From an optimization exercise on the open Yosys and OpenROAD flow, aimed at small area; shortcuts taken in it are not production practice.
In this exercise RTL edits were held to simulation tests only and were not proved equivalent to the original.
No activity file was given, so power comes from the tool's default toggle rates.

--- design/flow/design.v ---
module fdc_bridge_core (
    input  wire         clk,
    input  wire         rst,
    input  wire [3:0]   op,
    input  wire [1:0]   op_idx,         
    input  wire [15:0]  op_wdata,       
    input  wire         op_drive,       
    input  wire         op_level,       
    input  wire [2:0]   op_bit,         
    input  wire [127:0] key_matrix,     
    input  wire [7:0]   ctl_data_in,    
    input  wire [7:0]   ctl_reg_in,     
    output wire [15:0]  bus_rdata,
    output wire         irq,
    output wire         dmar,
    output wire         ctl_data_wr,
    output wire         ctl_data_rd,
    output wire [7:0]   ctl_data_out,
    output wire         ctl_reg_wr,
    output wire         ctl_reg_rd,
    output wire [1:0]   ctl_reg_addr,
    output wire [7:0]   ctl_reg_out,
    output wire         ctl_soft_reset,
    output wire         ctl_set_floppy,
    output wire [1:0]   ctl_floppy,
    output wire         drv_side,
    output wire [1:0]   drv_motor,
    output wire [6:0]   key_pos,
    output wire         key_pressed,
    output wire [3:0]   rep_an,
    output wire         rep_dg1
);
    localparam [2:0] BS_IDLE = 3'd0,
                     BS_WR1  = 3'd1,
                     BS_WR2  = 3'd2,
                     BS_RD1  = 3'd3,
                     BS_RD2  = 3'd4;
    reg [2:0]   bs;
    reg         den, ddw;           
    reg [7:0]   dcr;
    reg [15:0]  ol;
    reg [7:0]   wl;                 
    reg         dip;
    reg         p4;                 
    reg [1:0]   mc;
    reg [1:0]   wps;
    reg [7:0]   mask;
    reg [7:1]   pend;               
    reg [127:0] kprev;
    reg [6:0]   kcur;
    reg         kevt;
    reg         kprs;
    reg         drq, firq;
    reg [1:0]   rdy;
    wire [7:0] c = op_wdata[15:8];
    wire [7:0] d = op_wdata[7:0];
    wire op_rd   = (op == 4'd1);
    wire op_wr   = (op == 4'd2);
    wire idx02   = ~op_idx[0];
    wire idx2    = op_idx[1];
    wire cw      = op_wr & (op_idx == 2'd1);       
    wire srst    = cw & c[4];                      
    wire clr     = rst | srst;
    wire st_idle = (bs == BS_IDLE);
    wire st_wr1  = (bs == BS_WR1);
    wire st_wr2  = (bs == BS_WR2);
    wire st_rd1  = (bs == BS_RD1);
    wire st_rd2  = (bs == BS_RD2);
    wire drd      = op_rd & idx02;
    wire dwr      = op_wr & idx02;
    wire drd_ok   = drd & st_rd2;
    wire dwr_ok   = dwr & st_wr1;
    wire tc       = (drd_ok | dwr_ok) & idx2;      
    wire drq_op   = (op == 4'd3);
    wire rise     = drq_op & ~drq & op_level;
    wire r_idle   = rise & st_idle;
    wire r_start  = r_idle & den;
    wire cw_start = cw & (st_idle | c[4]) & c[5] & drq;
    wire start    = r_start | cw_start;
    wire start_dd = cw ? c[6] : ddw;               
    wire start_rd = start & ~start_dd;
    wire start_wr = start & start_dd;
    wire rd1_go   = rise & st_rd1;
    wire wr2_go   = rise & st_wr2;
    wire adw = c[3], sct = c[2];
    wire [1:0] sel    = {~dcr[3], dcr[3] & ~dcr[0]};
    wire [1:0] newsel = {~d[3], d[3] & ~d[0]};
    wire [1:0] selb   = c[4] ? 2'b00 : sel;
    wire       dcr_wr = cw & adw & ~sct;
    wire nr = ~rst;
    assign ctl_data_rd    = nr & (start_rd | rd1_go);
    assign ctl_data_wr    = nr & (dwr_ok | wr2_go);
    assign ctl_data_out   = op_wr ? ~op_wdata[15:8] : ~wl;
    assign ctl_reg_wr     = nr & cw & adw & sct;
    assign ctl_reg_rd     = nr & cw & ~adw & sct;
    assign ctl_reg_addr   = c[1:0];
    assign ctl_reg_out    = ~d;
    assign ctl_soft_reset = nr & srst;
    assign ctl_set_floppy = rst | srst | (dcr_wr & (newsel != selb));
    assign ctl_floppy     = (nr & adw & ~sct) ? newsel : 2'b00;
    assign rep_an[0]      = nr & drd & ~st_rd2;
    assign rep_an[1]      = nr & dwr & ~st_wr1;
    assign rep_an[2]      = nr & r_idle & ~den;
    assign rep_an[3]      = nr & rise & (st_wr1 | st_rd2);
    assign rep_dg1        = nr & dcr_wr & ~d[3] & ~d[0];
    assign bus_rdata   = (op_idx == 2'd3) ? 16'h64C0 : ol;
    assign irq         = |(mask & {pend[7:5], p4, pend[3:1], kevt});
    assign dmar        = st_wr1 | st_rd2;
    assign drv_side    = ~dcr[7];
    assign drv_motor   = {~dcr[4], ~dcr[1]};
    assign key_pos     = kcur;
    assign key_pressed = kprs;
    wire       kfound;
    wire [6:0] kpos;
    wire [127:0] kdec;
    wire       kval;
    wire       ktick = (op == 4'd9) & ~kevt;
    fdc_kscan u_kscan (.key_matrix(key_matrix), .kprev(kprev), .kcur(kcur),
                       .en(ktick), .found(kfound), .pos(kpos), .kdec(kdec),
                       .kval(kval));
    wire [1:0] mc_b  = c[4] ? 2'b00 : mc;
    wire [1:0] wps_b = c[4] ? 2'b00 : wps;
    wire [7:0] dcr_b = c[4] ? 8'hFF : dcr;
    wire       dip_c = dip & ~c[4] & ~c[7];        
    wire [1:0] mc_c  = dcr_wr ? (mc_b & ~{d[5], d[2]}) : mc_b;
    always @(posedge clk) begin
        if (rst) begin
            bs   <= BS_IDLE;
            den  <= 1'b0;
            ddw  <= 1'b0;
            dcr  <= 8'hFF;
            ol   <= 16'h0000;
            wl   <= 8'h00;
            dip  <= 1'b0;
            p4   <= 1'b0;
            mc   <= 2'b00;
            wps  <= 2'b00;
            mask <= 8'h00;
            pend <= 7'h00;
            kcur <= 7'd0;
            kevt <= 1'b0;
            kprs <= 1'b0;
        end else begin
            if (start_rd)             bs <= BS_RD1;
            else if (start_wr)        bs <= BS_WR1;
            else if (srst)            bs <= BS_IDLE;
            else if (dwr_ok)          bs <= BS_WR2;
            else if (rd1_go)          bs <= BS_RD2;
            else if (drd_ok | wr2_go) bs <= BS_IDLE;
            if (cw) begin
                den <= c[5];
                ddw <= c[6];
            end else if (tc) begin
                den <= 1'b0;
            end
            if (srst | dcr_wr)
                dcr <= dcr_wr ? d : 8'hFF;
            if (cw) begin
                ol[15:8] <= start_rd ? ~ctl_data_in
                          : {firq, dip_c, mc_c[1], wps_b[1], rdy[1],
                             mc_c[0], wps_b[0], rdy[0]};
                if (~adw)
                    ol[7:0] <= sct ? ~ctl_reg_in : dcr_b;
                else if (c[4])
                    ol[7:0] <= 8'h00;
            end else begin
                if (start_rd) ol[15:8] <= ~ctl_data_in;
                if (rd1_go)   ol[7:0]  <= ~ctl_data_in;
            end
            if (dwr_ok)     wl <= op_wdata[7:0];
            else if (srst)  wl <= 8'h00;
            if (cw) begin
                dip <= dip_c;
                p4  <= p4 & ~c[4] & ~c[7];
            end else begin
                if (tc) dip <= 1'b1;
                if (tc | (op == 4'd8)) p4 <= 1'b1;
            end
            if (cw)              mc <= mc_c;
            else if (op == 4'd8) mc[op_drive] <= 1'b1;
            if (srst)
                wps <= 2'b00;
            else if (op == 4'd6 && sel == {op_drive, ~op_drive})
                wps[op_drive] <= ~op_level;
            if (srst) begin
                mask <= 8'h00;
                pend <= 7'h00;
            end else begin
                if (op == 4'd11) mask[op_bit] <= op_level;
                if (op == 4'd12 && op_bit != 3'd0 && op_bit != 3'd4)
                    pend[op_bit] <= op_level;
            end
            if (srst) begin
                kcur <= 7'd0;
                kevt <= 1'b0;
                kprs <= 1'b0;
            end else if (ktick & kfound) begin
                kcur <= kpos;
                kevt <= 1'b1;
                kprs <= kval;
            end else if (op == 4'd10) begin
                kevt <= 1'b0;
            end
        end
    end
    always @(posedge clk) begin
        if (clr) kprev <= 128'd0;
        else     kprev <= kprev ^ kdec;
    end
    always @(posedge clk) begin
        if (!rst) begin
            if (drq_op)       drq  <= op_level;
            if (op == 4'd4)   firq <= op_level;
            if (op == 4'd5)   rdy[op_drive] <= op_level;
        end
    end
endmodule
module fdc_kscan(input [127:0] key_matrix, input [127:0] kprev, input [6:0] kcur, input en,
             output found, output [6:0] pos, output [127:0] kdec, output kval);
    wire [127:0] kdiff = key_matrix ^ kprev;
    genvar gi;
    function automatic [5:0] ffs; input [31:0] x; integer l, n; reg [31:0] v; reg [159:0] id; reg [31:0] v2; reg [159:0] id2; begin
        v = x; id = 0;
        for (l = 0; l < 5; l = l + 1) begin
            v2 = 0; id2 = 0;
            for (n = 0; n < (32 >> (l+1)); n = n + 1) begin
                v2[n] = v[2*n] | v[2*n+1];
                id2[5*n +: 5] = v[2*n] ? id[5*(2*n) +: 5] : (id[5*(2*n+1) +: 5] | (1 << l));
            end
            v = v2; id = id2;
        end
        ffs = {v[0], id[4:0]};
    end endfunction
    wire [1:0] kb = kcur[6:5];
    wire [4:0] kl = kcur[4:0];
    wire [3:0] bv; wire [19:0] bi;
    generate for (gi = 0; gi < 4; gi = gi + 1) begin : gbf
        assign {bv[gi], bi[5*gi +: 5]} = ffs(kdiff[32*gi +: 32]);
    end endgenerate
    reg [31:0] e; integer j;
    always @(*) begin e = 0; for (j = 0; j < 4; j = j + 1) e = e | (kdiff[32*j +: 32] & {32{kb == j}}); end
    wire [31:0] egt;
    generate for (gi = 0; gi < 32; gi = gi + 1) begin : gg
        assign egt[gi] = gi > kl;
    end endgenerate
    wire ehit; wire [4:0] eidx;
    assign {ehit, eidx} = ffs(e & egt);
    reg [1:0] cb; reg cf; integer m;
    reg [1:0] bb;
    always @(*) begin cb = kb; cf = 1'b0;
        for (m = 4; m >= 1; m = m - 1) begin bb = kb + m; if (bv[bb]) begin cb = bb; cf = 1'b1; end end
    end
    wire [4:0] cidx = bi[5*cb +: 5];
    assign found = cf;
    assign pos = ehit ? {kb, eidx} : {cb, cidx};
    wire go = en & cf;
    assign kdec = go ? (128'd1 << pos) : 128'd0;
    assign kval = |(kdec & key_matrix);
endmodule
--- design/flow/flow/run.sh ---
#!/bin/bash
# Standard ORFS layout, with the port buffers that buffer_ports inserts
# made of the smallest buffer cell, clock tree synthesis with fewer, larger
# sink clusters and without dummy loads, and power recovery (downsizing of
# cells off the critical paths) after global routing.
set -euo pipefail
export BUFFER_PORTS_ARGS="-buffer_cell sky130_fd_sc_hd__buf_1"
export CTS_ARGS="-sink_clustering_enable -repair_clock_nets -root_buf sky130_fd_sc_hd__clkbuf_16 -buf_list sky130_fd_sc_hd__clkbuf_16 -sink_clustering_size 50 -sink_clustering_max_diameter 200 -dont_use_dummy_load"
export RECOVER_POWER=100
bash standard.sh > standard_flow.log 2>&1
--- design/flow/standard.sh ---
#!/bin/bash
# synth_recipe.tcl (not shown) runs the flow's synth.tcl, then flattens the netlist and writes it again
# the make line also repeats each setting of config.mk as NAME=value (left out here)
make -C /OpenROAD-flow-scripts/flow DESIGN_CONFIG=/design/flow/config.mk WORK_HOME=/design/flow/orfs CLKGATE_MAP_FILE= SYNTH_SCRIPT=/design/flow/synth_recipe.tcl "${@:-finish}"
--- design/flow/config.mk ---
export PLATFORM = sky130hd
export DESIGN_NAME = fdc_bridge_core
export DESIGN_NICKNAME = fdc_bridge_core
export VERILOG_FILES = /design/flow/design.v
export SDC_FILE = /design/flow/constraint.sdc
export NUM_CORES = 4
export LEC_CHECK = 0
export CAP_MARGIN = 0
export CORE_MARGIN = 2
export CORE_UTILIZATION = 40
export PLACE_DENSITY = 0.6
export SLEW_MARGIN = 0
--- design/flow/constraint.sdc ---
create_clock -name core_clock -period 14.0 [get_ports {clk}]
set_input_delay 2.8000 -clock core_clock [delete_from_list [all_inputs] [get_ports {clk}]]
set_output_delay 2.8000 -clock core_clock [all_outputs]
set_load 0.01 [all_outputs]
==> impl_results.md, run 1 <==
* Status: finished with violations
* List of failed layout checks: capacitance limit, slew limit
* Netlist area before placement at 0.0147 sq mm
* Peak supply drop at 0.0901 mV
* Synth Warn # at 2
* Commonest register cell after synthesis: sky130_fd_sc_hd__dfxtp_1
* Maximum level of the CTS H-tree at 4
* # resized after CTS at 0
* Area leader, netlist: sky130_fd_sc_hd__dfxtp_1
* Cell area after placement at 0.0159 sq mm
* Estimated wirelength of the detail-placed design at roughly 55000 microns
* Simple-gate area share of the yosys netlist at between 20% and 30%
* Max Cap Violations at 6
* Fraction of layout instances using a drive strength above 1 at 4.12%
* Delay of the slowest cell on the worst path at 2830 ps
* Root Buffer: sky130_fd_sc_hd__clkbuf_16
* Number of buffers added for setup after CTS at 0
* Least-Margin Pin Slew at a little under 4000 ps
* Post-detailed-route wirelength per cell at 27.8 microns
* CP startpoint: op[0]
* Overall routed net length at around 70000 microns
* Mux contribution to synthesized area at 1.90%
* Clock sink count at 198
* Register share of total power at 46.5%
* Layout Skew at 31.1 ps
* Pwr/cell area at 75.0 mW/mm^2
* Synthesis-stage register bit count at 198
* Initial antenna violation count at 4
* DR DRC count at 0
* Dominant cells by area after synthesis: sky130_fd_sc_hd__dfxtp_1 27%, sky130_fd_sc_hd__xor2_1 11%, sky130_fd_sc_hd__nor2_1 6.9%
* Number of DRC markers in iteration 0 at 1880
* Post-CTS Hold Buffers at 0
* Yosys top cell area share at between 20% and 30%
* Largest fanout on the critical path at 76
* Most frequent cells in the layout: 269 x sky130_fd_sc_hd__nor2_1, 228 x sky130_fd_sc_hd__buf_1, 194 x sky130_fd_sc_hd__dfxtp_1, 189 x sky130_fd_sc_hd__xor2_1, 172 x sky130_fd_sc_hd__nand2_1
* Clk slew on worst S/H paths at 70 ps
* Worst Setup Start Kind: input port
* Area occupied by multi-input gates at 0.0100 sq mm
* Number of instances on the worst hold path at 2
* CP Data Required Time at 14170 ps
* Sw Share at 31.5%
* Number of buffers on the longest clock path at 2
* Width of the die at 195 microns
* Mean post-synth cell area at 7.61 sq um
* Share of the clock period used by the worst path at between 70% and 80%
* Headroom to the max-slew limit at -161%
* Number of global-route vias before repair at 15.3k
* Type of element capturing the critical path: flip-flop
* Post-layout min period at roughly 11000 ps
* Largest net degree at the start of global routing at between 70 and 80
* Port buffer count at approximately 230
* Synth Area in Adders at under 10%
* Number of cells on the worst reg-to-reg path at 18
* Hold_sp: mask[0]
* Number of flops mapped to enable cells by yosys at 4
* Sink of the worst hold path: mask[0]
* Floorplan die area at 0.0382 sq mm
* TritonCTS clock tree: built
* Number of buffer and inverter instances along the worst setup path at 2
* GRT Total Usage at 36.3%
* Syn Inst Count at 1924
* Pre-Repair DR Iteration Count at 6
* Vias/cell at 6.42
* Unique masters post-synth at 89
* Number of nets with antenna violations after detailed routing at 0
* Highest achievable clock rate at 92.0 MHz
* # fillers at approximately 3.8k
* Largest family of logic cells by synthesized area: simple AND/OR/NAND/NOR gates
* Final number of setup-violating endpoints at 0
* Cell family contributing the most delay on the critical path: simple AND/OR/NAND/NOR gates
* Setup repair after global routing missed its margin: no
* NumNets Final at 2278
* Wire length of the first global-routing pass at 102000 microns
* Via count at 16.4k
* Switching power of the nets at 0.385 mW
* Area occupied by registers at 0.00400 sq mm
* Chip height at just under 200 microns
* Total count of hold-check failures in the final report at 0
* Number of top-level pins at 233
* Highest-delay cell along the critical path: sky130_fd_sc_hd__clkbuf_1
* Share of flip-flops with an asynchronous set or reset at 0%
* Total CTS buffers at 17
* Clock latency reported for the late side of the worst-skew pair at 480 ps
* R2r startpoint: kcur[5]
* Routability Congestion at about 1.0
* Setup Total Neg Slack at 0 ps
* Cell repeated most along the worst path: sky130_fd_sc_hd__nand2b_1
* Total gr overflow at 0
* Number of logic stages on the critical path including buffering at 8
* Logic gate share of total power at 18.2%
* Class of the most critical setup path: input port to flip-flop
* Slew Limit Fails at around 220
* Internal power of the cells at 0.837 mW
* Area share of xor/xnor cells in the synthesized design at 15.0%
* Synthesized Nets at 2112
* Core area at 0.0363 sq mm
* Proportion of power drawn by the clock network at 35.3%
* Cell row count at 70
* Compound-gate portion of the synthesized area at 23.9%
* Final design instance area without fill at about 0.016 sq mm
* Worst r2r dst: kprs
* Crit-path cells: buf_1 > nand2b_1 > nor3_1 > and3b_1 > nand2_1 > nand2b_1 > clkbuf_1 > nor2_1
* Leakage power figure at 5.70 nW
* Area growth from synthesis to layout at 11.2%
* Starting utilization of the core area at 40.3%
* Classification of the worst-slack hold path: flip-flop to flip-flop
* Sequential cell area fraction in the yosys report at 27.3%
* R2R Setup Slk at ~6400 ps
* Worst Path Arrival at 11040 ps
* Commonest non-fill, non-tap cell in the layout: sky130_fd_sc_hd__nor2_1
final cells by class:
cell class                      instances  area share (%)
Antenna cell                            1          0.0154
Clock buffer                           17            2.61
Inverter                               35           0.806
Multi-Input combinational cell       1573            61.6
Sequential cell                       198            24.6
Tap cell                              468            3.59
Timing Repair Buffer                  265            6.78
logic make-up after synthesis:
group                      after synthesis
AOI/OAI and AO/OA                      494
xor gates and xnor gates               251
adders and majority gates               15
buffers and inverters                  153
DFF                                    198
muxes                                   27
and+or+nand+nor                        786
power by group through the flow:
stage                     Sequential [mW]  Combinational, mW  Clock, mW
after global placement              0.582              0.214          0
after floorplan                     0.581              0.115          0
final                               0.569              0.222      0.431
after CTS                           0.569              0.215      0.436
after detailed placement            0.582              0.214          0
after global routing                0.569              0.232      0.452
synth_stat cells (all sizes together), types with 31 or more instances:
cell type,instances
nor2,270
dfxtp,194
xor2,189
nand2,172
a22oi,101
a21oi,93
clkbuf,85
o21ai,68
xnor2,62
nor4,57
nand3,52
inv,35
nor3,35
buf,33
or3,31
metal layers:
layer  wire length (microns)  global-route usage [%]  part of all wire [%]
met5                      12                       0                 0.017
met4                    3970                    18.6                   5.6
met3                    6770                    6.74                   9.5
met2                   31100                    56.9                    44
met1                   29200                    47.8                    41
worst register-to-register path, stage by stage (launching register included):
cell                       delay (ps)
sky130_fd_sc_hd__dfxtp_1          730
sky130_fd_sc_hd__inv_1            420
sky130_fd_sc_hd__ha_1             320
sky130_fd_sc_hd__buf_4            250
sky130_fd_sc_hd__a22oi_1          460
sky130_fd_sc_hd__a221oi_1         170
sky130_fd_sc_hd__nor4_1           650
sky130_fd_sc_hd__nand4_1          380
sky130_fd_sc_hd__or3_1            520
sky130_fd_sc_hd__nand2_1          130
sky130_fd_sc_hd__nor2_1           130
sky130_fd_sc_hd__nor2_1          1130
sky130_fd_sc_hd__clkbuf_1         630
sky130_fd_sc_hd__nand3_1          660
sky130_fd_sc_hd__o22ai_1          470
sky130_fd_sc_hd__a21oi_1           70
sky130_fd_sc_hd__a21oi_1          170
sky130_fd_sc_hd__nor4_1           100
sky130_fd_sc_hd__a31oi_1          160
registers in the layout, indices dropped and copies added (netlist names), 2 cells and up, named ones only:
register and count:
bs 3, dcr 8, kcur 7, kprev 128, mask 8, mc 2, ol 16, pend 6
wl 8
worst max path at each step:
stage                   to  slack, ps
3_3_place_gp          kprs       4730
3_5_place_dp          kprs       4830
2_1_floorplan  ctl_data_rd       6340
6_report         kprev[97]       3130
4_1_cts        ctl_data_rd       4880
5_1_grt          kprev[76]       2540
per-stage QoR:
step	utilization (%)	std cells	total power [mW]	hold WS, ps	setup slack [ps]
floorplan	-	1924	0.696	432	6340
global placement	43.8	2539	0.796	440	4730
detailed placement	43.8	2539	0.795	449	4830
CTS	44.9	2556	1.22	458	4880
global route	44.8	2556	1.25	485	2540
finish	44.8	2557	1.22	455	3130
==> run 2, diff against run 1 <==
--- a/design/flow/design.v
+++ b/design/flow/design.v
@@ -33,6 +33,6 @@
     localparam [2:0] BS_IDLE = 3'd0,
-                     BS_WR1  = 3'd1,
-                     BS_WR2  = 3'd2,
-                     BS_RD1  = 3'd3,
-                     BS_RD2  = 3'd4;
+                     BS_WR1  = 3'b001,
+                     BS_WR2  = 3'b010,
+                     BS_RD1  = 3'b110,
+                     BS_RD2  = 3'b101;
     reg [2:0]   bs;
@@ -63,7 +63,7 @@
     wire clr     = rst | srst;
-    wire st_idle = (bs == BS_IDLE);
-    wire st_wr1  = (bs == BS_WR1);
-    wire st_wr2  = (bs == BS_WR2);
-    wire st_rd1  = (bs == BS_RD1);
-    wire st_rd2  = (bs == BS_RD2);
+    wire st_idle = ~bs[0] & ~bs[1];
+    wire st_wr1  = bs[0] & ~bs[2];
+    wire st_wr2  = bs[1] & ~bs[2];
+    wire st_rd1  = bs[1] & bs[2];
+    wire st_rd2  = bs[0] & bs[2];
     wire drd      = op_rd & idx02;
@@ -92,3 +92,3 @@
     assign ctl_data_wr    = nr & (dwr_ok | wr2_go);
-    assign ctl_data_out   = op_wr ? ~op_wdata[15:8] : ~wl;
+    assign ctl_data_out   = op_wr ? ~op_wdata[15:8] : wl;
     assign ctl_reg_wr     = nr & cw & adw & sct;
@@ -107,3 +107,3 @@
     assign irq         = |(mask & {pend[7:5], p4, pend[3:1], kevt});
-    assign dmar        = st_wr1 | st_rd2;
+    assign dmar        = bs[0];
     assign drv_side    = ~dcr[7];
@@ -129,6 +129,4 @@
             den  <= 1'b0;
-            ddw  <= 1'b0;
             dcr  <= 8'hFF;
             ol   <= 16'h0000;
-            wl   <= 8'h00;
             dip  <= 1'b0;
@@ -151,3 +149,2 @@
                 den <= c[5];
-                ddw <= c[6];
             end else if (tc) begin
@@ -169,4 +166,2 @@
             end
-            if (dwr_ok)     wl <= op_wdata[7:0];
-            else if (srst)  wl <= 8'h00;
             if (cw) begin
@@ -210,2 +205,6 @@
     always @(posedge clk) begin
+        if (cw)     ddw <= c[6];
+        if (st_wr1) wl  <= ~op_wdata[7:0];
+    end
+    always @(posedge clk) begin
         if (!rst) begin
@@ -256,4 +255,17 @@
     wire go = en & cf;
-    assign kdec = go ? (128'd1 << pos) : 128'd0;
-    assign kval = |(kdec & key_matrix);
+    wire [7:0] pa; wire [15:0] pb;
+    generate for (gi = 0; gi < 8; gi = gi + 1) begin : gpa
+        assign pa[gi] = go & (pos[6:4] == gi);
+    end
+    for (gi = 0; gi < 16; gi = gi + 1) begin : gpb
+        assign pb[gi] = (pos[3:0] == gi);
+    end
+    for (gi = 0; gi < 128; gi = gi + 1) begin : gpd
+        assign kdec[gi] = pa[gi/16] & pb[gi%16];
+    end endgenerate
+    wire [7:0] kvr;
+    generate for (gi = 0; gi < 8; gi = gi + 1) begin : gkv
+        assign kvr[gi] = pa[gi] & |(pb & key_matrix[16*gi +: 16]);
+    end endgenerate
+    assign kval = |kvr;
 endmodule
==> design/flow/flow/run.sh (replaced) <==
#!/bin/bash
# Standard ORFS layout, with the port buffers that buffer_ports inserts
# made of the smallest buffer cell, and clock tree synthesis with small
# clock buffers and without dummy loads.
set -euo pipefail
export BUFFER_PORTS_ARGS="-buffer_cell sky130_fd_sc_hd__buf_1"
export CTS_ARGS="-sink_clustering_enable -repair_clock_nets -root_buf sky130_fd_sc_hd__clkbuf_16 -buf_list sky130_fd_sc_hd__clkbuf_8 -dont_use_dummy_load"
bash standard.sh > standard_flow.log 2>&1
==> impl_results.md, run 2 <==
* Unique masters post-synth at 89 (unchanged)
* Dominant cells by area after synthesis: sky130_fd_sc_hd__dfxtp_1 27%, sky130_fd_sc_hd__xor2_1 12%, sky130_fd_sc_hd__nor2_1 5.5%
* Register name with the most flops: kprev
* Highest achievable clock rate at 105 MHz (+14%)
* Type of element capturing the critical path: flip-flop
* CP Data Required Time at 14280 ps (+110 ps)
* Overall routed net length at 64400 microns (-9.4%)
* TritonCTS clock tree: built
* Cell with the most instances after synthesis: sky130_fd_sc_hd__nor2_1
* Number of DRC markers in iteration 0 at 1793 (-4.6%)
* Starting utilization of the core area at 40.7% (+0.35 points)
* Mean post-synth cell area at 7.80 sq um (+2.5%)
* Classification of the worst-slack hold path: flip-flop to flip-flop
* Core area at 0.0345 sq mm (-5.0%)
* Class of the most critical setup path: input port to flip-flop
* Pre-Repair DR Iteration Count at 6 (unchanged)
* Clock sink count at 198 (unchanged)
* Commonest register cell after synthesis: sky130_fd_sc_hd__dfxtp_1
* Number of instances on the worst hold path at 2 (unchanged)
* Number of buffers on the longest clock path at 2 (unchanged)
* Proportion of power drawn by the clock network at 25.9% (-9.4 points)
* Pwr/cell area at 77.7 mW/mm^2 (+3.6%)
* DR DRC count at 0 (unchanged)
* Number of top-level pins at 233 (unchanged)
* Vias/cell at 6.30 (-1.8%)
* Share of flip-flops with an asynchronous set or reset at 0% (unchanged)
* Internal power of the cells at 0.781 mW (-6.7%)
* Commonest cells in the synthesized netlist: 206 x sky130_fd_sc_hd__nor2_1, 190 x sky130_fd_sc_hd__xor2_1, 186 x sky130_fd_sc_hd__dfxtp_1, 164 x sky130_fd_sc_hd__nand2_1, 100 x sky130_fd_sc_hd__o21ai_0
* Worst Setup Start Kind: input port
* Met1 Wirelength at 25600 microns (-12%)
* Sequential cell area fraction in the yosys report at 29.1% (+1.7 points)
* Number of cells on the worst reg-to-reg path at 18 (unchanged)
* Chip height at 191 microns (-2.0%)
* Number of flops mapped to enable cells by yosys at 12 (+8)
* Estimated wirelength of the detail-placed design at 50000 microns (-8.7%)
* Post-layout min period at 9540 ps (-1330 ps)
* Logic gate share of total power at 27.1% (+8.9 points)
* Setup Total Neg Slack at 0 ps (unchanged)
* Least-Margin Pin Slew at 1270 ps (-2650 ps)
* Leakage power figure at 5.58 nW (-2.1%)
* Total count of hold-check failures in the final report at 0 (unchanged)
* Synthesized Nets at 1987 (-5.9%)
* Initial antenna violation count at 0 (-4)
* Peak supply drop at 0.0826 mV (-8.3%)
* # fillers at 3630 (-4.3%)
* Clock latency reported for the late side of the worst-skew pair at 450 ps (-30 ps)
* Number of buffers added for setup after CTS at 0 (unchanged)
* Setup repair after global routing missed its margin: no
* Share of the clock period used by the worst path at 68.1% (-9.5 points)
* Post-CTS Hold Buffers at 0 (unchanged)
* Register share of total power at 47.0% (+0.5 points)
* Number of global-route vias before repair at 14.3k (-6.4%)
* Root Buffer: sky130_fd_sc_hd__clkbuf_16
* Commonest non-fill, non-tap cell in the layout: sky130_fd_sc_hd__buf_1
* Top layer in use: met4
* Met3 wire length at 7240 microns (+7.0%)
* Number of nets with antenna violations after detailed routing at 0 (unchanged)
* # resized after CTS at 0 (unchanged)
* Slew Limit Fails at 0 (-100%)
* GRT Total Usage at 34.7% (-1.6 points)
* Post-layout power at 1.22 mW (-0.16%)
* Worst Path Arrival at 9820 ps (-1220 ps)
* Via count at 15.4k (-6.2%)
* Headroom to the max-slew limit at 15.2% (+180 points)
* Largest fanout on the critical path at 14 (-82%)
* Total gr overflow at 0 (unchanged)
* Floorplan die area at 0.0366 sq mm (-4.1%)
* NumNets Final at 2177 (-4.4%)
* Met2 wire len at 28200 microns (-9.3%)
* Fraction of layout instances using a drive strength above 1 at 6.09% (+2.0 points)
* Status: finished clean
* Synthesis-stage register bit count at 198 (unchanged)
* Syn Inst Count at 1800 (-6.4%)
* Total CTS buffers at 17 (unchanged)
* Switching power of the nets at 0.439 mW (+14%)
* Routability Congestion at 1.04 (+3.6%)
* Yosys top cell area share at 26.5% (about the same)
* Synth Warn # at 2 (unchanged)
* Layout Skew at 38.8 ps (+7.64 ps)
* Number of flip-flops in the largest register at 128 (unchanged)
* Antenna diode count at 0 (-1)
* Maximum level of the CTS H-tree at 4 (unchanged)
* Sw Share at 36.0% (+4.5 points)
* Biggest registers after layout: kprev (128), ol (16)
* Area leader, netlist: sky130_fd_sc_hd__dfxtp_1
* Final number of setup-violating endpoints at 0 (unchanged)
* Post-detailed-route wirelength per cell at 26.4 microns (-5.1%)
* Largest net degree at the start of global routing at 92 (+19%)
* Clk slew on worst S/H paths at 90 ps (+20 ps)
* Netlist area before placement at 0.0140 sq mm (-4.1%)
* Cell row count at 68 (-2.9%)
* Port buffer count at 232 (unchanged)
* Max Cap Violations at 0 (-6)
* Wire length of the first global-routing pass at 92900 microns (-8.8%)
* Most frequent cells in the layout: 231 x sky130_fd_sc_hd__buf_1, 206 x sky130_fd_sc_hd__nor2_1, 190 x sky130_fd_sc_hd__xor2_1, 186 x sky130_fd_sc_hd__dfxtp_1, 164 x sky130_fd_sc_hd__nand2_1
* Width of the die at 191 microns (-2.0%)
* Area growth from synthesis to layout at 11.8%
run 2: cell count changes after synthesis, sizes merged, moves of 10 or more:
| cell | delta |
|---|---|
| mux2 | +12 |
| nor2 | -64 |
| o21ai | +34 |
| or3 | +25 |
| a22oi | -24 |
| buf | -12 |
| nor2b | +10 |
| nand3 | -30 |
| xnor2 | -35 |
run 2: routing by layer:
metal / vias to the layer above / track usage (%)
met2: 1014 / 53.7
met4: 0 / 17.1
met3: 213 / 9.11
li1: 6922 / -
met5: - / 0
met1: 7249 / 44.7
run 2: stage by stage:
stage	instances	worst slack [ps]	utilization, %	area, sq um	hold slack, ps
5_1_grt	2443	4350	45.5	15700	480
4_1_cts	2443	4730	45.5	15700	463
2_1_floorplan	1800	5810	-	14000	417
3_3_place_gp	2426	4270	44.8	15500	433
3_5_place_dp	2426	4310	44.8	15500	442
6_report	2443	4460	45.5	15700	463
run 2: power groups by stage:
stage / clock network, mW / registers [mW] / logic [mW]
4_1_cts: 0.323 / 0.574 / 0.315
3_3_place_gp: 0 / 0.587 / 0.316
5_1_grt: 0.344 / 0.574 / 0.341
2_1_floorplan: 0 / 0.585 / 0.171
6_report: 0.316 / 0.574 / 0.331
3_5_place_dp: 0 / 0.587 / 0.314
run 2: cells by family after synthesis:
logic type               synth area share (%)
adder cells (fa/ha/maj)                  1.25
multiplexers                             3.44
AO/OA/AOI/OAI                            23.6
buffers and inverters                    4.13
AND/OR/NAND/NOR                          25.0
XOR/XNOR                                 13.6
flip-flops                               29.1
run 2: worst max-delay path, cell delays in order:
cell and delay, ps:
sky130_fd_sc_hd__buf_1 120, sky130_fd_sc_hd__xor2_1 210, sky130_fd_sc_hd__nor4_1 750, sky130_fd_sc_hd__nand4_1 480, sky130_fd_sc_hd__nor4_1 800, sky130_fd_sc_hd__mux4_2 430, sky130_fd_sc_hd__a21oi_4 90, sky130_fd_sc_hd__xnor2_2 500
sky130_fd_sc_hd__mux2_2 450, sky130_fd_sc_hd__a221oi_4 1030, sky130_fd_sc_hd__nor2_1 520, sky130_fd_sc_hd__buf_4 300, sky130_fd_sc_hd__o21ai_0 100, sky130_fd_sc_hd__o211a_1 220, sky130_fd_sc_hd__a31oi_1 140, sky130_fd_sc_hd__a2111oi_0 680
sky130_fd_sc_hd__a31oi_1 160
run 2: final cells by class:
cell class	count	area (sq um)	area share, %
Clock buffer	17	245	1.56
Inverter	44	165	1.05
Multi-Input combinational cell	1454	9450	60.2
Sequential cell	198	4080	26.0
Tap cell	455	569	3.62
Timing Repair Buffer	275	1190	7.61
run 2: path summary, 6_finish.rpt:
path                                startpoint      end  slack (ps)
worst min-delay path                   mask[1]  mask[1]         460
worst max-delay path            key_matrix[10]     kprs        4460
worst min register to register         mask[1]  mask[1]         460
worst max register to register         kcur[5]     kprs        5860
==> run 3, diff against run 2 <==
--- a/design/flow/design.v
+++ b/design/flow/design.v
@@ -87,3 +87,2 @@
     wire [1:0] newsel = {~d[3], d[3] & ~d[0]};
-    wire [1:0] selb   = c[4] ? 2'b00 : sel;
     wire       dcr_wr = cw & adw & ~sct;
@@ -98,3 +97,3 @@
     assign ctl_soft_reset = nr & srst;
-    assign ctl_set_floppy = rst | srst | (dcr_wr & (newsel != selb));
+    assign ctl_set_floppy = rst | srst | (dcr_wr & (newsel != sel));
     assign ctl_floppy     = (nr & adw & ~sct) ? newsel : 2'b00;
@@ -238,4 +237,3 @@
     end endgenerate
-    reg [31:0] e; integer j;
-    always @(*) begin e = 0; for (j = 0; j < 4; j = j + 1) e = e | (kdiff[32*j +: 32] & {32{kb == j}}); end
+    wire [31:0] e = kdiff[32*kb +: 32];
     wire [31:0] egt;
==> impl_results.md, run 3 <==
* Status: finished with violations
* List of failed layout checks: capacitance limit, slew limit
* Internal power of the cells at 0.759 mW (-2.8%)
* TritonCTS clock tree: built
* Total count of hold-check failures in the final report at 0 (unchanged)
* Number of nets with antenna violations after detailed routing at 0 (unchanged)
* Unique masters post-synth at 103 (+16%)
* Setup Total Neg Slack at 0 ps (unchanged)
* Number of buffers added for setup after CTS at 0 (unchanged)
* Max Cap Violations at 1 (+1)
* Width of the die at 194 microns (+1.6%)
* Final number of setup-violating endpoints at 0 (unchanged)
* Final-layout worst hold slack at 467 ps (+3.89 ps)
* GRT Total Usage at 36.4% (+1.6 points)
* Number of top-level pins at 233 (unchanged)
* Number of global-route vias before repair at 14.2k (-1.2%)
* Syn Inst Count at 1819 (+1.1%)
* Headroom to the max-slew limit at -7.49% (-23 points)
* Share of flip-flops with an asynchronous set or reset at 0% (unchanged)
* Most frequent cells in the layout: 231 x sky130_fd_sc_hd__buf_1, 186 x sky130_fd_sc_hd__dfxtp_1, 177 x sky130_fd_sc_hd__nor2_1, 155 x sky130_fd_sc_hd__nand2_1, 143 x sky130_fd_sc_hd__xor2_1
* Layout Skew at 35.1 ps (-3.63 ps)
* Chip height at 194 microns (+1.6%)
* Number of flip-flops in the largest register at 128 (unchanged)
* Share of the clock period used by the worst path at 64.7% (-3.4 points)
* Floorplan die area at 0.0378 sq mm (+3.2%)
* Commonest register cell after synthesis: sky130_fd_sc_hd__dfxtp_1
* Register name with the most flops: kprev
* Area leader, netlist: sky130_fd_sc_hd__dfxtp_1
* Clock latency reported for the late side of the worst-skew pair at 430 ps (-20 ps)
* Worst Setup Start Kind: input port
* # fillers at 3729 (+2.7%)
* Number of buffers on the longest clock path at 2 (unchanged)
* Netlist area before placement at 0.0145 sq mm (+3.3%)
* Starting utilization of the core area at 40.7% (about the same)
* Synth Warn # at 2 (unchanged)
* Least-Margin Pin Slew at 1600 ps (+331 ps)
* Clock sink count at 198 (unchanged)
* Yosys top cell area share at 25.7% (-0.84 points)
* Synthesis-stage register bit count at 198 (unchanged)
* Synthesized Nets at 2002 (+0.75%)
* Post-CTS Hold Buffers at 0 (unchanged)
* Clk slew on worst S/H paths at 80 ps (about the same)
* Routability Congestion at 1.05 (+1.2%)
* Core area at 0.0357 sq mm (+3.2%)
* # resized after CTS at 0 (unchanged)
* Cell with the most instances after synthesis: sky130_fd_sc_hd__dfxtp_1
* Biggest registers after layout: kprev (128), ol (16)
* Maximum level of the CTS H-tree at 4 (unchanged)
* Largest fanout on the critical path at 37 (+23)
* Wire length of the first global-routing pass at 99600 microns (+7.1%)
* Core utilization of the finished layout at 44.5% (-0.92 points)
* Dominant cells by area after synthesis: sky130_fd_sc_hd__dfxtp_1 26%, sky130_fd_sc_hd__xor2_1 8.6%, sky130_fd_sc_hd__xnor2_1 5.7%
* Vias/cell at 6.40 (+1.5%)
* Highest-delay cell along the critical path: sky130_fd_sc_hd__nor3_2
* Pwr/cell area at 71.6 mW/mm^2 (-7.9%)
* Peak supply drop at 0.104 mV (+26%)
* Crit-path cells: buf_1 > xor2_1 > nor4_1 > nand4_1 > a2111oi_0 > a31oi_1 > mux2i_1 > o221a_2 > buf_4 > o21ai_2 > nor3_2 > a22oi_1 > and4b_1 > a31o_1 > o2111ai_1 > o221a_1
* Estimated wirelength of the detail-placed design at 55200 microns (+10%)
* CP Data Required Time at 14350 ps (+70 ps)
* DR DRC count at 0 (unchanged)
* Highest achievable clock rate at 110 MHz (+5.3%)
* Setup repair after global routing missed its margin: no
* Commonest non-fill, non-tap cell in the layout: sky130_fd_sc_hd__buf_1
* Initial antenna violation count at 3 (+3)
* Register share of total power at 50.4% (+3.4 points)
* Area growth from synthesis to layout at 9.52%
* NumNets Final at 2167 (-0.46%)
* Post-layout min period at 9060 ps (-478 ps)
* Delay of the slowest cell on the worst path at 1310 ps (+280 ps)
* Number of flops mapped to enable cells by yosys at 12 (unchanged)
* Sw Share at 33.2% (-2.7 points)
* Via count at 15.6k (+1.5%)
* Leakage power figure at 5.28 nW (-5.3%)
* Antenna diode count at 0 (unchanged)
* Port buffer count at 232 (unchanged)
* Number of buffer and inverter instances along the worst setup path at 2 (unchanged)
* Pre-Repair DR Iteration Count at 28 (+22)
* Commonest cells in the synthesized netlist: 186 x sky130_fd_sc_hd__dfxtp_1, 177 x sky130_fd_sc_hd__nor2_1, 155 x sky130_fd_sc_hd__nand2_1, 143 x sky130_fd_sc_hd__xor2_1, 121 x sky130_fd_sc_hd__a21oi_1
* Logic gate share of total power at 22.3% (-4.8 points)
* Sequential cell area fraction in the yosys report at 28.2% (-0.92 points)
* Classification of the worst-slack hold path: flip-flop to flip-flop
* Overall routed net length at 70500 microns (+9.5%)
* Slew Limit Fails at 8 (+8)
* Post-detailed-route wirelength per cell at 28.9 microns (+9.5%)
* Switching power of the nets at 0.378 mW (-14%)
* Largest net degree at the start of global routing at 83 (-9.8%)
* Number of DRC markers in iteration 0 at 1799 (+0.33%)
* Class of the most critical setup path: input port to flip-flop
* Total CTS buffers at 17 (unchanged)
* Mean post-synth cell area at 7.97 sq um (+2.2%)
* Root Buffer: sky130_fd_sc_hd__clkbuf_16
* Type of element capturing the critical path: flip-flop
* Fraction of layout instances using a drive strength above 1 at 5.90% (-0.18 points)
* Cell family contributing the most delay on the critical path: simple AND/OR/NAND/NOR gates
* Cell row count at 69 (+1.5%)
* Worst Path Arrival at 9410 ps (-410 ps)
* Proportion of power drawn by the clock network at 27.3% (+1.4 points)
* Total gr overflow at 0 (unchanged)
==> run 3: cell types whose count changed in the layout (fill, tap and decap cells not counted), moves of 12 or more <==
cell / change
sky130_fd_sc_hd__a21oi_1: +23
sky130_fd_sc_hd__a22oi_1: -63
sky130_fd_sc_hd__a32oi_1: -12
sky130_fd_sc_hd__buf_4: -25
sky130_fd_sc_hd__inv_1: -17
sky130_fd_sc_hd__mux2i_1: +18
sky130_fd_sc_hd__nand3_1: +15
sky130_fd_sc_hd__nor2_1: -29
sky130_fd_sc_hd__nor2b_1: -17
sky130_fd_sc_hd__nor4_1: -16
sky130_fd_sc_hd__or3_1: +15
sky130_fd_sc_hd__xnor2_1: +69
sky130_fd_sc_hd__xor2_1: -47
==> run 3: tightest hold or removal path, stage by stage, from the launching register on <==
cell and delay [ps]:
sky130_fd_sc_hd__dfxtp_1 310, sky130_fd_sc_hd__mux2i_1 80, sky130_fd_sc_hd__inv_1 50
==> run 3: cells by family (layout without fill, tap and decap cells) <==
logic type,Yosys count,in the layout,synth area share (%)
AOI/OAI and AO/OA,486,486,22.3
xor gates and xnor gates,238,238,14.4
adders and majority gates,10,10,0.863
buffers and inverters,131,294,3.96
DFF,198,198,28.2
muxes,60,60,5.30
and+or+nand+nor,696,696,25.0
==> run 3: routing by layer <==
metal  vias to the layer above  track usage (%)  wire length, microns
li1                       6980                -                     -
met1                      7529             50.9                 30500
met2                       969             53.4                 29400
met3                       144             9.18                  7590
met4                         4             14.2                  2940
met5                         -                0                    24
==> run 3: power by group through the flow <==
| stage | combinational, mW | clock [mW] | sequential [mW] |
|---|---|---|---|
| floorplan | 0.132 | 0 | 0.585 |
| global placement | 0.244 | 0 | 0.586 |
| detailed placement | 0.242 | 0 | 0.586 |
| CTS | 0.243 | 0.318 | 0.573 |
| global route | 0.263 | 0.337 | 0.573 |
| finish | 0.253 | 0.310 | 0.573 |
==> run 3: worst paths after layout <==
path / to / depth (start not counted) / startpoint / slack (ps)
max reg2reg: kprs / 15 / kprev[43] / 7140
min: ddw / 2 / ddw / 470
min reg2reg: ddw / 2 / ddw / 470
max: kprs / 16 / key_matrix[43] / 4940
==> run 3: stage by stage <==
| stage | setup slack, ps | instance area (sq um) | power, mW | instances |
|---|---|---|---|---|
| after floorplan | 5810 | 14500 | 0.717 | 1819 |
| after global placement | 4900 | 15600 | 0.830 | 2426 |
| after detailed placement | 4970 | 15600 | 0.828 | 2426 |
| after CTS | 5360 | 15900 | 1.13 | 2443 |
| after global routing | 5150 | 15900 | 1.17 | 2443 |
| final | 4940 | 15900 | 1.14 | 2443 |
==> run 3: layout make-up <==
type / count / area [sq um] / share of cell area (%)
tap: 461 / 577 / 3.63
clock buffer: 17 / 245 / 1.54
sequential: 198 / 4080 / 25.7
inverter: 27 / 101 / 0.638
timing repair buffer: 250 / 1010 / 6.34
multi-input combinational: 1490 / 9870 / 62.1
==> run 4, diff against run 3 <==
--- a/design/flow/config.mk
+++ b/design/flow/config.mk
@@ -7,3 +7,3 @@
 export LEC_CHECK = 0
-export CAP_MARGIN = 0
+export CAP_MARGIN = 20
 export CORE_MARGIN = 2
@@ -11,2 +11,2 @@
 export PLACE_DENSITY = 0.6
-export SLEW_MARGIN = 0
+export SLEW_MARGIN = 20
==> impl_results.md, run 4 <==
* Status: finished clean
* Cell family contributing the most delay on the critical path: simple AND/OR/NAND/NOR gates
* Worst Setup Start Kind: input port
* Biggest registers after layout: kprev (128), ol (16)
* Netlist area before placement at 0.0145 sq mm (unchanged)
* Total gr overflow at 0 (unchanged)
* Area leader, netlist: sky130_fd_sc_hd__dfxtp_1
* Fraction of layout instances using a drive strength above 1 at 5.95% (+0.050 points)
* Cell row count at 69 (unchanged)
* Largest fanout on the critical path at 20 (-46%)
* Core area at 0.0357 sq mm (unchanged)
* Maximum level of the CTS H-tree at 4 (unchanged)
* Largest net degree at the start of global routing at 83 (unchanged)
* Share of the clock period used by the worst path at 62.3% (-2.4 points)
* GRT Total Usage at 36.4% (about the same)
* Starting utilization of the core area at 40.7% (unchanged)
* Vias/cell at 6.38 (-0.26%)
* Dominant cells by area after synthesis: sky130_fd_sc_hd__dfxtp_1 26%, sky130_fd_sc_hd__xor2_1 8.6%, sky130_fd_sc_hd__xnor2_1 5.7%
* Post-CTS Hold Buffers at 0 (unchanged)
* Synth Warn # at 2 (unchanged)
* Type of element capturing the critical path: primary output
* DR DRC count at 0 (unchanged)
* Estimated wirelength of the detail-placed design at 55200 microns (about the same)
* Number of flops mapped to enable cells by yosys at 12 (unchanged)
* Pwr/cell area at 71.5 mW/mm^2 (about the same)
* Synthesized Nets at 2002 (unchanged)
* Routability Congestion at 1.05 (unchanged)
* Clock latency reported for the late side of the worst-skew pair at 430 ps (about the same)
* Sequential cell area fraction in the yosys report at 28.2% (unchanged)
* Floorplan die area at 0.0378 sq mm (unchanged)
* Number of DRC markers in iteration 0 at 1810 (+0.61%)
* Headroom to the max-slew limit at 21.4% (+29 points)
* Wire length of the first global-routing pass at 101000 microns (+1.0%)
* Number of global-route vias before repair at 14.5k (+2.1%)
* Cell with the most instances after synthesis: sky130_fd_sc_hd__dfxtp_1
* Most frequent cells in the layout: 231 x sky130_fd_sc_hd__buf_1, 186 x sky130_fd_sc_hd__dfxtp_1, 176 x sky130_fd_sc_hd__nor2_1, 155 x sky130_fd_sc_hd__nand2_1, 143 x sky130_fd_sc_hd__xor2_1
* Clock sink count at 198 (unchanged)
* Chip height at 194 microns (unchanged)
* Total CTS buffers at 17 (unchanged)
* Number of flip-flops in the largest register at 128 (unchanged)
* Port buffer count at 232 (unchanged)
* Final-layout worst hold slack at 465 ps (-2.28 ps)
* Leakage power figure at 5.29 nW (+0.20%)
* Number of buffers added for setup after CTS at 0 (unchanged)
* Number of buffer and inverter instances along the worst setup path at 2 (unchanged)
* Cell area after placement at 0.0156 sq mm (about the same)
* Share of flip-flops with an asynchronous set or reset at 0% (unchanged)
* Unique masters post-synth at 103 (unchanged)
* Peak supply drop at 0.0686 mV (-34%)
* Setup Total Neg Slack at 0 ps (unchanged)
* Area growth from synthesis to layout at 9.58% (about the same)
* Classification of the worst-slack hold path: flip-flop to flip-flop
* Overall routed net length at 70500 microns (about the same)
* Delay of the slowest cell on the worst path at 740 ps (-570 ps)
* Area occupied by registers at 0.00408 sq mm (unchanged)
* Number of nets with antenna violations after detailed routing at 0 (unchanged)
* Commonest cells in the synthesized netlist: 186 x sky130_fd_sc_hd__dfxtp_1, 177 x sky130_fd_sc_hd__nor2_1, 155 x sky130_fd_sc_hd__nand2_1, 143 x sky130_fd_sc_hd__xor2_1, 121 x sky130_fd_sc_hd__a21oi_1
* # resized after CTS at 0 (unchanged)
* Number of buffers on the longest clock path at 2 (unchanged)
* Crit-path cells: buf_1 > or2_2 > or2_2 > or3b_2 > o21ai_0 > and2_1 > a21oi_1 > nor2_1 > buf_1
* Pre-Repair DR Iteration Count at 28 (unchanged)
* Least-Margin Pin Slew at 1170 ps (-432 ps)
* Post-detailed-route wirelength per cell at 28.8 microns (about the same)
* Highest-delay cell along the critical path: sky130_fd_sc_hd__or3b_2
* Commonest non-fill, non-tap cell in the layout: sky130_fd_sc_hd__buf_1
* Antenna diode count at 0 (unchanged)
* Root Buffer: sky130_fd_sc_hd__clkbuf_16
* Total count of hold-check failures in the final report at 0 (unchanged)
* Number of top-level pins at 233 (unchanged)
* CP Data Required Time at 11200 ps (-3150 ps)
* Commonest register cell after synthesis: sky130_fd_sc_hd__dfxtp_1
* Width of the die at 194 microns (unchanged)
* Synthesis-stage register bit count at 198 (unchanged)
* Yosys top cell area share at 25.7% (unchanged)
* Highest achievable clock rate at 115 MHz (+3.8%)
* Initial antenna violation count at 3 (unchanged)
* Worst Path Arrival at 5930 ps (-3480 ps)
* Setup repair after global routing missed its margin: no
* Class of the most critical setup path: input port to primary output
* Post-layout min period at 8730 ps (-332 ps)
* Mean post-synth cell area at 7.97 sq um (unchanged)
* Post-layout power at 1.14 mW (about the same)
* Final number of setup-violating endpoints at 0 (unchanged)
* # fillers at 3688 (-1.1%)
* Register name with the most flops: kprev
* Clk slew on worst S/H paths at 100 ps (+20 ps)
* TritonCTS clock tree: built
* Final design instance area without fill at 0.0159 sq mm (about the same)
* NumNets Final at 2167 (unchanged)
* Area occupied by multi-input gates at 0.00988 sq mm (about the same)
* Syn Inst Count at 1819 (unchanged)
* Max Cap Violations at 0 (-1)
* Slew Limit Fails at 0 (-8)
* Layout Skew at 30.6 ps (-4.55 ps)
* Via count at 15.6k (-0.26%)
-- run 4: layout make-up --
cell class	count	share of cell area, %
Multi-Input combinational cell	1490	62.2
Sequential cell	198	25.7
Timing Repair Buffer	250	6.34
Tap cell	461	3.63
Clock buffer	17	1.54
Inverter	27	0.638
-- run 4: cell families after synthesis --
kind of cell    synth area share, %
compound gates                 22.3
xor+xnor                       14.4
fa+ha+maj                     0.863
buf+inv                        3.96
flops                          28.2
mux                            5.30
simple gates                   25.0
-- run 4: worst reg2reg max path: stages (launching register included) --
cell and delay (ps):
sky130_fd_sc_hd__dfxtp_1 320, sky130_fd_sc_hd__buf_4 360, sky130_fd_sc_hd__nand2_1 560, sky130_fd_sc_hd__o22ai_1 580, sky130_fd_sc_hd__nor3_1 150, sky130_fd_sc_hd__nor4b_1 560
sky130_fd_sc_hd__o21ai_0 260, sky130_fd_sc_hd__a21bo_2 260, sky130_fd_sc_hd__a21boi_0 350, sky130_fd_sc_hd__and3_1 910, sky130_fd_sc_hd__buf_4 450, sky130_fd_sc_hd__nor2_2 150
sky130_fd_sc_hd__nand2_1 620, sky130_fd_sc_hd__o2111ai_1 180, sky130_fd_sc_hd__a211oi_1 430, sky130_fd_sc_hd__o2111ai_1 200, sky130_fd_sc_hd__o221a_1 260
-- run 4: final timing paths --
kind	startpoint	to	slack [ps]	cells after the start
setup reg to reg	kcur[6]	kprs	7280	16
hold reg to reg	pend[7]	pend[7]	460	2
setup / recovery	op[2]	ctl_data_rd	5270	9
hold / removal	pend[7]	pend[7]	460	2
-- run 4: layer usage --
layer  global-route usage (%)  part of all wire, %
met1                     51.5                   44
met2                     54.0                   42
met3                     8.31                   10
met4                     13.0                  3.5
met5                        0                0.041
-- run 4: per-stage QoR --
step / utilization, % / setup WS [ps] / instances
2_1_floorplan: - / 5810 / 1819
5_1_grt: 44.6 / 5100 / 2443
4_1_cts: 44.6 / 5310 / 2443
6_report: 44.6 / 5270 / 2443
3_3_place_gp: 43.9 / 4900 / 2426
3_5_place_dp: 43.9 / 5260 / 2426
-- run 4: report_power, final --
group	switching, mW	leakage (nW)	internal [mW]
Clock	0.195	0.127	0.115
Sequential	0.00245	1.61	0.570
Combinational	0.180	3.56	0.0729
Total	0.378	5.29	0.759
==> run 5, diff against run 4 <==
--- a/design/flow/config.mk
+++ b/design/flow/config.mk
@@ -7,3 +7,3 @@
 export LEC_CHECK = 0
-export CAP_MARGIN = 20
+export CAP_MARGIN = 10
 export CORE_MARGIN = 2
@@ -11,2 +11,2 @@
 export PLACE_DENSITY = 0.6
-export SLEW_MARGIN = 20
+export SLEW_MARGIN = 10
==> impl_results.md, run 5 <==
* Status: finished clean
* Crit-path cells: buf_1 > or2_2 > or2_2 > or3b_2 > o21ai_0 > and2_1 > a21oi_1 > nor2_1 > buf_1
* Total count of hold-check failures in the final report at 0 (unchanged)
* Place WS at 5300 ps (+37.4 ps)
* R2r startpoint: kcur[6]
* Worst Setup Start Kind: input port
* Share of the clock period used by the worst path at 62.0% (-0.33 points)
* Number of global-route vias before repair at 14.4k (-0.73%)
* Post-layout min period at 8680 ps (-45.7 ps)
* Number of cells on the worst reg-to-reg path at 17 (+1)
* Port buffer count at 232 (unchanged)
* NumNets Final at 2168 (+0.046%)
* Number of nets with antenna violations after detailed routing at 0 (unchanged)
* Maximum level of the CTS H-tree at 4 (unchanged)
* Initial antenna violation count at 4 (+1)
* Final number of setup-violating endpoints at 0 (unchanged)
* Commonest non-fill, non-tap cell in the layout: sky130_fd_sc_hd__buf_1
* Floorplan die area at 0.0378 sq mm (unchanged)
* Least-Margin Pin Slew at 1100 ps (-72.2 ps)
* Highest achievable clock rate at 115 MHz (+0.53%)
* Crit path setup slack, layout at 5320 ps (+45.7 ps)
* Syn Inst Count at 1819 (unchanged)
* Headroom to the max-slew limit at 26.1% (+4.6 points)
* Leakage power figure at 5.29 nW (about the same)
* Cell row count at 69 (unchanged)
* Clk slew on worst S/H paths at 100 ps (about the same)
* Yosys top cell area share at 25.7% (unchanged)
* Number of DRC markers in iteration 0 at 1839 (+1.6%)
* Starting utilization of the core area at 40.7% (unchanged)
* Worst Path Arrival at 5880 ps (-50 ps)
* Final-layout worst hold slack at 468 ps (+2.94 ps)
* Number of instances on the worst hold path at 2 (unchanged)
* Layout Skew at 41.3 ps (+10.7 ps)
* Number of flops mapped to enable cells by yosys at 12 (unchanged)
* Pwr/cell area at 71.7 mW/mm^2 (+0.26%)
* Clock latency reported for the late side of the worst-skew pair at 440 ps (about the same)
* Area growth from synthesis to layout at 9.61% (about the same)
* Synthesized Nets at 2002 (unchanged)
* CP Data Required Time at 11200 ps (about the same)
* DP Cell Count at 2427 (+0.041%)
* Number of flip-flops in the largest register at 128 (unchanged)
* Post-CTS Hold Buffers at 0 (unchanged)
* Wire length of the first global-routing pass at 99800 microns (-0.72%)
* Sink of the worst hold path: mask[1]
* CP startpoint: op[2]
* Number of top-level pins at 233 (unchanged)
* Largest fanout on the critical path at 20 (unchanged)
* Peak supply drop at 0.0702 mV (+2.2%)
* Width of the die at 194 microns (unchanged)
* Biggest registers after layout: kprev (128), ol (16)
* Delay of the slowest cell on the worst path at 750 ps (about the same)
* Commonest cells in the synthesized netlist: 186 x sky130_fd_sc_hd__dfxtp_1, 177 x sky130_fd_sc_hd__nor2_1, 155 x sky130_fd_sc_hd__nand2_1, 143 x sky130_fd_sc_hd__xor2_1, 121 x sky130_fd_sc_hd__a21oi_1
* Clock sink count at 198 (unchanged)
* Max Cap Violations at 0 (unchanged)
* Cell with the most instances after synthesis: sky130_fd_sc_hd__dfxtp_1
* R2R Setup Slk at 7330 ps (+50 ps)
* Antenna diode count at 0 (unchanged)
* GRT Total Usage at 36.3% (-0.086 points)
* Most frequent cells in the layout: 231 x sky130_fd_sc_hd__buf_1, 186 x sky130_fd_sc_hd__dfxtp_1, 176 x sky130_fd_sc_hd__nor2_1, 155 x sky130_fd_sc_hd__nand2_1, 143 x sky130_fd_sc_hd__xor2_1
* Core area at 0.0357 sq mm (unchanged)
* Setup Total Neg Slack at 0 ps (unchanged)
* Type of element capturing the critical path: primary output
* Share of flip-flops with an asynchronous set or reset at 0% (unchanged)
* Overall routed net length at 70100 microns (-0.56%)
* # fillers at 3785 (+2.6%)
* Area occupied by multi-input gates at 0.00987 sq mm (about the same)
* Total CTS buffers at 17 (unchanged)
* Synthesis-stage register bit count at 198 (unchanged)
* Dominant cells by area after synthesis: sky130_fd_sc_hd__dfxtp_1 26%, sky130_fd_sc_hd__xor2_1 8.6%, sky130_fd_sc_hd__xnor2_1 5.7%
* Synth Warn # at 2 (unchanged)
* Hold_sp: mask[1]
* Largest net degree at the start of global routing at 83 (unchanged)
* Number of buffers on the longest clock path at 2 (unchanged)
* Area occupied by registers at 0.00408 sq mm (unchanged)
* # resized after CTS at 0 (unchanged)
* DR DRC count at 0 (unchanged)
* Via count at 15.6k (+0.083%)
* Classification of the worst-slack hold path: flip-flop to flip-flop
* Vias/cell at 6.38 (about the same)
* Final cell count without fillers at 2444 (+0.041%)
* Register name with the most flops: kprev
* Chip height at 194 microns (unchanged)
* Total gr overflow at 0 (unchanged)
* Worst r2r dst: kprs
* Estimated wirelength of the detail-placed design at 55100 microns (-0.12%)
* Pre-Repair DR Iteration Count at 29 (+3.6%)
* Setup repair after global routing missed its margin: no
* Unique masters post-synth at 103 (unchanged)
* Highest-delay cell along the critical path: sky130_fd_sc_hd__or3b_2
* Fraction of layout instances using a drive strength above 1 at 6.00% (+0.047 points)
* Routability Congestion at 1.05 (unchanged)
* Slew Limit Fails at 0 (unchanged)
* Commonest register cell after synthesis: sky130_fd_sc_hd__dfxtp_1
* Number of buffers added for setup after CTS at 0 (unchanged)
* Class of the most critical setup path: input port to primary output
* Mean post-synth cell area at 7.97 sq um (unchanged)
* Sequential cell area fraction in the yosys report at 28.2% (unchanged)
* Post-detailed-route wirelength per cell at 28.7 microns (-0.60%)
* Netlist area before placement at 0.0145 sq mm (unchanged)
* Area leader, netlist: sky130_fd_sc_hd__dfxtp_1
* Root Buffer: sky130_fd_sc_hd__clkbuf_16
* TritonCTS clock tree: built
==> run 5: cell counts after synthesis <==
No cell type changed its count.
==> run 5: cells by family (layout without fill, tap and decap cells) <==
kind of cell	count (synthesis)	in the layout	synth area share (%)
xor gates and xnor gates	238	238	14.4
muxes	60	60	5.30
AOI/OAI and AO/OA	486	486	22.3
and+or+nand+nor	696	696	25.0
adders and majority gates	10	10	0.863
buffers and inverters	131	295	3.96
DFF	198	198	28.2
==> run 5: layout make-up <==
type	instances	share of cell area, %
Clock buffer	17	1.54
Multi-Input combinational cell	1490	62.1
Sequential cell	198	25.7
Timing Repair Buffer	251	6.41
Tap cell	461	3.63
Inverter	27	0.638
==> run 5: metrics by stage <==
stage,total power [mW],instance area (sq um),utilization (%)
final,1.14,15900,44.6
after global routing,1.17,15900,44.6
after CTS,1.14,15900,44.6
after detailed placement,0.828,15700,43.9
after global placement,0.830,15600,43.9
after floorplan,0.717,14500,-
==> run 5: worst max path at each step <==
| stage | slack (ps) | cells past startpoint | end |
|---|---|---|---|
| global placement | 4900 | 16 | kprs |
| global route | 5130 | 9 | ctl_data_rd |
| detailed placement | 5300 | 17 | kprs |
| CTS | 5330 | 9 | ctl_data_rd |
| finish | 5320 | 9 | ctl_data_rd |
| floorplan | 5810 | 10 | ctl_data_rd |
==> run 5: worst max-delay path, delay by kind of cell <==
| family | cells | cell delay (ps) |
|---|---|---|
| simple gates | 5 | 2300 |
| compound gates | 2 | 490 |
| buf+inv | 2 | 290 |
==> run 5: power by group <==
group,internal [mW],total (mW),leakage (nW),switching (mW)
combinational,0.0729,0.253,3.55,0.180
clock,0.115,0.314,0.127,0.199
sequential,0.570,0.573,1.61,0.00240
==> run 5: routing by layer <==
metal / track usage [%] / up-vias / part of all wire (%)
li1: - / 7002 / -
met3: 6.80 / 137 / 9.9
met5: 0 / - / 0.017
met4: 13.5 / 2 / 3.5
met1: 52.6 / 7495 / 45
met2: 53.2 / 962 / 42

-- separate check: timing with driven ports --
How much do the figures lean on ideal ports? The routed layouts below were timed once more, with nothing changed but the port constraints. Step 1 (the two cells are an assumption about what drives the block):
set clk [get_ports {clk}]
set_driving_cell -lib_cell sky130_fd_sc_hd__clkbuf_16 $clk
set_driving_cell -lib_cell sky130_fd_sc_hd__buf_2 [delete_from_list [all_inputs] $clk]
Step 2 adds t to the input delays and takes it off the output delays; t is the mean of the earliest and latest rising clock arrival at the registers after step 1. Input paths then give back, and output paths get back, about the clock's delay inside the block. Slacks: ideal / step 1 / step 2; pairs: ideal / step 1.
| run | t (ns) | setup WS [ns] | worst setup path at the end | clock arrival spread, ns | worst slew at a driven data input, ns |
|---|---|---|---|---|---|
| run 1 | 0.520 | 3.130 / 3.166 / 2.646 | input to register | 0.032 / 0.031 | 0.06 |
| run 2 | 0.484 | 4.464 / 4.497 / 4.013 | input to register | 0.039 / 0.039 | 0.05 |
| run 3 | 0.475 | 4.942 / 4.975 / 4.501 | input to register | 0.036 / 0.035 | 0.05 |
| run 4 | 0.476 | 5.275 / 5.255 / 4.974 | input to register | 0.030 / 0.031 | 0.06 |
| run 5 | 0.481 | 5.320 / 5.298 / 5.043 | input to register | 0.042 / 0.042 | 0.06 |
For run 1, which loses most, drivers alone change the setup slack by +0.036 ns; drivers and shift together by -0.484 ns.
